Background: an optimization exercise with open tools, aiming at a short achievable clock period and few clock cycles. Do not read the settings as production practice.
Only simulation tests tie the RTL to the original design; equivalence was not proved.
No activity file was given, so power comes from the tool's default toggle rates.

Design mc3_engine, start of the top module:
module mc3_engine (
    input  wire        clk,
    input  wire        rst,           
    input  wire        start,         
    input  wire [15:0] prog_len,      
    output wire [15:0] prog_addr,
    input  wire [7:0]  prog_rdata,
    output reg         mem_en,
    output reg         mem_we,
    output reg  [24:0] mem_addr,
    output reg  [23:0] mem_wdata,
    input  wire [23:0] mem_rdata,
    output wire        done,          
    output wire [1:0]  fault,         
    output wire [15:0] pc,            
    output wire [24:0] mem_len        
);
    localparam [7:0] OP_STORE      = 8'd17;
    localparam [7:0] OP_SQRT       = 8'd19;
    localparam [7:0] OP_LOAD_MEM   = 8'd24;
    localparam [7:0] OP_LOAD_CONST = 8'd28;
    localparam [1:0] C_LC = 2'd0, C_ST = 2'd1, C_LM = 2'd2, C_SQ = 2'd3;
    localparam integer Q = 4;        
    integer i;
    reg        busy;         
    reg        done_r;
    reg        fend;         
    reg [1:0]  fault_r;
    reg [15:0] pc_r;
    reg [24:0] mlen_r;
    reg [15:0] len_r;
    assign done    = done_r;
    assign fault   = fault_r;
    assign pc      = pc_r;
    assign mem_len = mlen_r;
    wire go = start && !busy;
    reg [15:0] qB  [0:Q-1];
    reg [23:0] qC  [0:Q-1];
    reg [23:0] qD  [0:Q-1];
    reg [1:0]  qcls[0:Q-1];
    reg [Q-1:0] qv;              
    reg [Q-1:0] qskip;           
    reg [Q-1:0] qrep;            
    reg [Q-1:0] qlc, qst, qlm, qsq;    
  ...
make LEC_CHECK=0 ABC_CLOCK_PERIOD_IN_PS=2500 CAP_MARGIN=20 CORE_MARGIN=2 CORE_UTILIZATION=45 SETUP_SLACK_MARGIN=5 SLEW_MARGIN=20 finish   # period 8.0 ns
run.sh (not shown) runs the stock make flow with config.mk's settings and CLKGATE_MAP_FILE= SYNTH_SCRIPT=/design/flow/synth_recipe.tcl, a recipe that flattens the netlist after the stock synthesis.
Testbench counts at the start, summed over its fixed seeds: cycles 23,764.
Next try:
--- a/flow/design.v
+++ b/flow/design.v
@@ -41,16 +41,14 @@
     reg [Q-1:0] qv;              
     reg [Q-1:0] qskip;           
     reg [Q-1:0] qrep;            
     reg [Q-1:0] qlc, qst, qlm, qsq;    
     reg [Q-1:0] qcmp;            
     reg [Q-1:0] qbl;             
     reg [Q-1:0] qlml;            
-    reg [Q-1:0] qpen;            
-    reg [23:0]  qfa [0:Q-1];     
     reg [4:0]   qra [0:Q-1];     
     reg [Q-1:0] qhz;             
     reg [Q-1:0] qph;             
     reg [Q-1:0] rpo;             
     reg [2:0]   rpb;             
     reg [2:0]   nres;            
     wire pop;                    
@@ -218,21 +216,14 @@
         hD = 24'd0;
         for (k = 0; k < Q; k = k + 1) begin
             hB = hB | (qB[k] & {16{rpo[k]}});
             hC = hC | (qC[k] & {24{rpo[k]}});
             hD = hD | (qD[k] & {24{rpo[k]}});
         end
     end
-    reg  [23:0] hfa;
-    always @(*) begin
-        hfa = 24'd0;
-        for (k = 0; k < Q; k = k + 1)
-            hfa = hfa | (qfa[k] & {24{rpo[k]}});
-    end
-    wire h_pen  = |(qpen & rpo);
     wire h_v    = |(qv & rpo);
     wire h_hz   = |((qhz | qph) & rpo);
     wire h_lc   = |(qlc & rpo);
     wire h_lm   = |(qlm & rpo);
     wire h_st   = |(qst & rpo);
     wire h_sq   = |(qsq & rpo);
     wire h_skip = |(qskip & rpo);
@@ -281,18 +272,31 @@
     always @(*) begin
         n_en    = 1'b0;
         n_we    = 1'b0;
         n_addr  = waddr;
         n_wdata = mem_rdata;
         case (es)
             E_IDLE: begin
-                n_addr  = {1'b0, uw ? (uw1 ? uD[1] : uD[0]) : hfa};
-                n_wdata = uw ? {12'd0, uw1 ? u_root1 : u_root0} : hC;
-                n_en    = uw || (pop && h_pen);
-                n_we    = uw || h_lc;
+                if (uw) begin
+                    n_en    = 1'b1;
+                    n_we    = 1'b1;
+                    n_addr  = {1'b0, uw1 ? uD[1] : uD[0]};
+                    n_wdata = {12'd0, uw1 ? u_root1 : u_root0};
+                end else if (pop) begin
+                    if ((h_st || h_sq) && h_bl) begin
+                        n_en    = 1'b0;
+                    end else if (h_lm && h_lmloc) begin
+                        n_en    = 1'b0;
+                    end else begin
+                        n_en    = !h_skip;
+                        n_we    = h_lc;
+                        n_addr  = (h_lc || h_st || h_sq) ? {9'd0, hB} : {1'b0, hD};
+                        n_wdata = hC;
+                    end
+                end
             end
             E_ST_B: begin
                 n_en = 1'b1;
                 n_we = 1'b1;
                 if (ex_loc) n_wdata = sh_rd;
             end
             E_RB, E_BUB, E_WA, E_BUBR: begin
@@ -360,16 +364,14 @@
                 qlc[i]  <= 1'b0;
                 qst[i]  <= (d_cls == C_ST);
                 qlm[i]  <= 1'b0;
                 qsq[i]  <= (d_cls == C_SQ);
                 qskip[i] <= 1'b0;
                 qrep[i]  <= 1'b0;
                 qbl[i]   <= (b == 8'd0) && (aB[7:5] == 3'd0);
-                qpen[i]  <= !((b == 8'd0) && (aB[7:5] == 3'd0));
-                qfa[i]   <= {8'd0, b, aB[7:0]};
                 qra[i]   <= aB[4:0];
             end
             if (t1_wl[i]) begin
                 qB[i]   <= aB;
                 qcls[i] <= t1_cls;
                 qlc[i]  <= (t1_cls == C_LC);
                 qst[i]  <= (t1_cls == C_ST);
@@ -380,22 +382,14 @@
                     C_ST: qC[i] <= {8'd0, b, aC[7:0]};
                     default: qC[i] <= aC;
                 endcase
                 qD[i]    <= {b, aD};
                 qskip[i] <= (t1_cls == C_LM) && aCz;
                 qrep[i]  <= aR1 && (b == 8'd0);
                 qbl[i]   <= (aB[15:5] == 11'd0);
-                qfa[i]   <= (t1_cls == C_LM) ? {b, aD} : {8'd0, aB};
-                case (t1_cls)
-                    C_LC:    qpen[i] <= 1'b1;
-                    C_LM:    qpen[i] <= !aCz && !((b == 8'd0) && (aD[15:5] == 11'd0) &&
-                                (aC[23:6] == 18'd0) &&
-                                (({2'd0, aD[4:0]} + {1'b0, aC[5:0]}) <= 7'd32));
-                    default: qpen[i] <= !(aB[15:5] == 11'd0);
-                endcase
                 qra[i]   <= (t1_cls == C_LM) ? aD[4:0] : aB[4:0];
                 qlml[i]  <= (b == 8'd0) && (aD[15:5] == 11'd0) && (aC[23:6] == 18'd0) &&
                             (({2'd0, aD[4:0]} + {1'b0, aC[5:0]}) <= 7'd32);
             end
         end
         for (i = 0; i < SH; i = i + 1) begin
             if (go)
The new run ran to the end with no violations.
Routed wire length drops by 1.3%.
Design area drops by 3.0%.
Synthesized cell count drops by 1.6%.
Total power drops by 3.1%.
Setup slack degrades by 23 ps.
Area after synthesis drops by 3.5%.
Testbench counts after the change, summed over its fixed seeds: cycles 23,764.

---

08-01:
Another version of the RTL of mc3_engine (not shown whole).
Size in the first run: about 10000 cells after synthesis, ~160 I/O pins, ~91000 µm² of cells after synthesis.
export LEC_CHECK = 0
export ABC_CLOCK_PERIOD_IN_PS = 2500
export CAP_MARGIN = 20
export CORE_MARGIN = 2
export CORE_UTILIZATION = 45
export SETUP_SLACK_MARGIN = 5
export SLEW_MARGIN = 20
create_clock -name core_clock -period 8.0 [get_ports {clk}]
Testbench counts of 08-01, summed over its fixed seeds: cycles 23,764.
Inputs modified between 08-01 and 05-11:
--- a/flow/design.v
+++ b/flow/design.v
@@ -106,17 +106,18 @@
     reg [24:0] raddr;        
     reg [24:0] waddr;        
     reg [23:0] rleft;        
     reg        lm_rep;
     reg [2:0]  ex_slot;      
     reg        ex_loc;
     localparam integer SH = 32;
     reg [23:0] sh [0:SH-1];
-    reg        sh_wen;       
+    reg [SH-1:0] sh_we;      
+    reg [23:0]   sh_wd;      
     reg [31:0] ex_ra;        
     reg        sh_fwd;       
     reg        vacc_en;      
     reg [5:0]  vacc_addr;
     localparam [2:0] U_IDLE = 3'd0, U_RD = 3'd1, U_CAP = 3'd2, U_DIG = 3'd3, U_RDY = 3'd4;
     reg [2:0]  us   [0:1];
     reg [23:0] uD   [0:1];
     reg [2:0]  uslot[0:1];   
@@ -170,48 +171,50 @@
                              (s0x[g] >= 4'd1) ? 2'd1 : 2'd0;
             assign s0sq[g] = (s0d[g] == 2'd3) ? 4'd9 : (s0d[g] == 2'd2) ? 4'd4 :
                              (s0d[g] == 2'd1) ? 4'd1 : 4'd0;
             assign s0t3[g] = (s0d[g] == 2'd3) ? 16'd81 : (s0d[g] == 2'd2) ? 16'd57 :
                              (s0d[g] == 2'd1) ? 16'd33 : 16'd9;
         end
     endgenerate
     function touches;
-        input [1:0]  cls;
+        input        lc;
+        input        st;
+        input        sq;
+        input        lm;
         input        skip;
         input [15:0] eb;
         input [23:0] ec;
         input [23:0] ed;
         input [23:0] a;
+        reg          eqb, eqc, eqd;
         begin
-            case (cls)
-                C_LC: touches = ({8'd0, eb} == a);
-                C_ST: touches = ({8'd0, eb} == a) || ({8'd0, ec[15:0]} == a);
-                C_SQ: touches = ({8'd0, eb} == a) || (ed == a);
-                default: touches = !skip;
-            endcase
+            eqb = ({8'd0, eb} == a);
+            eqc = ({8'd0, ec[15:0]} == a);
+            eqd = (ed == a);
+            touches = (eqb && (lc || st || sq)) || (eqc && st) || (eqd && sq) || (lm && !skip);
         end
     endfunction
     function [2:0] nxt;
         input [2:0] k;
         begin
             nxt = (k == Q - 1) ? 3'd0 : k + 3'd1;
         end
     endfunction
     reg [Q-1:0] hzn;         
     reg [Q-1:0] phn;         
     integer k, kp;
     always @(*) begin
         for (k = 0; k < Q; k = k + 1) begin
             kp = (k == 0) ? Q - 1 : k - 1;
             hzn[k] = !qv[k] || !qcmp[k] ||
-                (u_busy[0] && touches(qcls[k], qskip[k], qB[k], qC[k], qD[k], uD[0])) ||
-                (u_busy[1] && touches(qcls[k], qskip[k], qB[k], qC[k], qD[k], uD[1]));
+                (u_busy[0] && touches(qlc[k], qst[k], qsq[k], qlm[k], qskip[k], qB[k], qC[k], qD[k], uD[0])) ||
+                (u_busy[1] && touches(qlc[k], qst[k], qsq[k], qlm[k], qskip[k], qB[k], qC[k], qD[k], uD[1]));
             phn[k] = qv[k] && qv[kp] && qsq[kp] && !rpo[k] &&
-                touches(qcls[k], qskip[k], qB[k], qC[k], qD[k], qD[kp]);
+                touches(qlc[k], qst[k], qsq[k], qlm[k], qskip[k], qB[k], qC[k], qD[k], qD[kp]);
         end
     end
     reg [15:0] hB;
     reg [23:0] hC;
     reg [23:0] hD;
     always @(*) begin
         hB = 16'd0;
         hC = 24'd0;
@@ -254,17 +257,17 @@
         hra = 5'd0;
         for (k = 0; k < Q; k = k + 1)
             hra = hra | (qra[k] & {5{rpo[k]}});
         sh_sel = 24'd0;
         for (k = 0; k < SH; k = k + 1)
             sh_sel = sh_sel | (sh[k] & {24{ex_ra[k]}});
     end
     wire [6:0]  h_dce   = {2'd0, hD[4:0]} + {1'b0, hC[5:0]};    
-    wire [23:0] sh_rd   = sh_fwd ? mem_wdata : sh_sel;
+    wire [23:0] sh_rd   = sh_fwd ? sh_wd : sh_sel;
     reg [Q-1:0] t1_we;       
     reg [Q-1:0] t1_wl;       
     reg [Q-1:0] t1_wv;       
     wire t1_head  = t1_v && (t1_slot == rpb);            
     wire room    = (nres < Q);
     wire f_alloc = f_run && ((!fv && room) || (f_islast && !left1 && room));
     wire f_fault = f_run && fv && (fidx == 4'd2) && d_fault;
     wire m_ge_a = mem_en && (mem_addr >= mlen_r);
@@ -393,28 +396,31 @@
                 qra[i]   <= (t1_cls == C_LM) ? aD[4:0] : aB[4:0];
                 qlml[i]  <= (b == 8'd0) && (aD[15:5] == 11'd0) && (aC[23:6] == 18'd0) &&
                             (({2'd0, aD[4:0]} + {1'b0, aC[5:0]}) <= 7'd32);
             end
         end
         for (i = 0; i < SH; i = i + 1) begin
             if (go)
                 sh[i] <= 24'd0;
-            else if (sh_wen && (mem_addr[4:0] == i))
-                sh[i] <= mem_wdata;
+            else if (sh_we[i])
+                sh[i] <= sh_wd;
         end
         vacc_addr <= h_lm ? (h_dce[5:0] - 6'd1) : {1'b0, hB[4:0]};
-        sh_wen <= !rst && n_en && n_we && n_lo;
+        for (i = 0; i < SH; i = i + 1)
+            sh_we[i] <= !rst && n_en && n_we && n_lo && (n_addr[4:0] == i);
         sh_fwd <= (es == E_LOC) && lm_rep && (rleft != 24'd0);
         if (es == E_LOC)
             ex_ra <= {ex_ra[30:0], ex_ra[31]};
         else if (es == E_IDLE)
             ex_ra <= 32'd1 << hra;
         mem_addr  <= n_addr;
         mem_wdata <= n_wdata;
+        if (n_en && n_we && n_lo)
+            sh_wd <= n_wdata;
         if (es == E_BUBR)
             rep_data <= mem_rdata;
         uin <= sh_rd;
         for (i = 0; i < 2; i = i + 1) begin
             case (us[i])
                 U_CAP: begin
                     un[i]  <= s0in[i][19:0];
                     ur[i]  <= {10'd0, s0d[i]};
==> summary.txt <==
Utilization delta for 05-11 relative to 08-01: 0.85 points lower
08-01 and 05-11 ended up with nearly the same adder-cell area share of the yosys netlist.
Re switching power: 08-01 and 05-11 aren't equal, and the higher value belongs to 08-01.
Compared with 08-01, in 05-11 critical path depth rose 3; synthesized instance count fell 826; total power draw fell about 2.2%; global-route track usage on met1 fell 6.0 points.
Re number of antenna violations at the first check in global routing: 05-11 is 14 down on 08-01.
Testbench counts of 05-11, summed over its fixed seeds: cycles 23,764.

==> static timing again, ports no longer ideal <==
In the flow no input, the clock included, has a driving cell. The finished layouts below were timed again as built, in two steps.
Step 1: set_driving_cell puts a clkbuf_16 on clk and a buf_2 on each other input, an assumption about the parent block.
Step 2 moves the port delays by t, midway between the first and last clock arrival at a register: inputs arrive t later, outputs are due t later. That takes back most of the time a late clock gives input paths.
Three values: ideal, step 1, step 2; two values: the first two.
run | t (ns) | setup WS [ns] | latest minus earliest clock arrival (ns)
the first run of note 1 | 0.964 | 4.833 / 4.823 / 4.092 | 0.081 / 0.081
the second run of note 1 | 0.962 | 4.810 / 4.783 / 4.048 | 0.093 / 0.093
08-01 | 0.972 | 4.868 / 4.810 / 4.081 | 0.087 / 0.088
05-11 | 0.950 | 4.860 / 4.860 / 4.085 | 0.092 / 0.092
After both steps every run listed still meets setup and hold. For 08-01, which loses most, drivers alone change the setup slack by -0.058 ns; drivers and shift together by -0.787 ns.
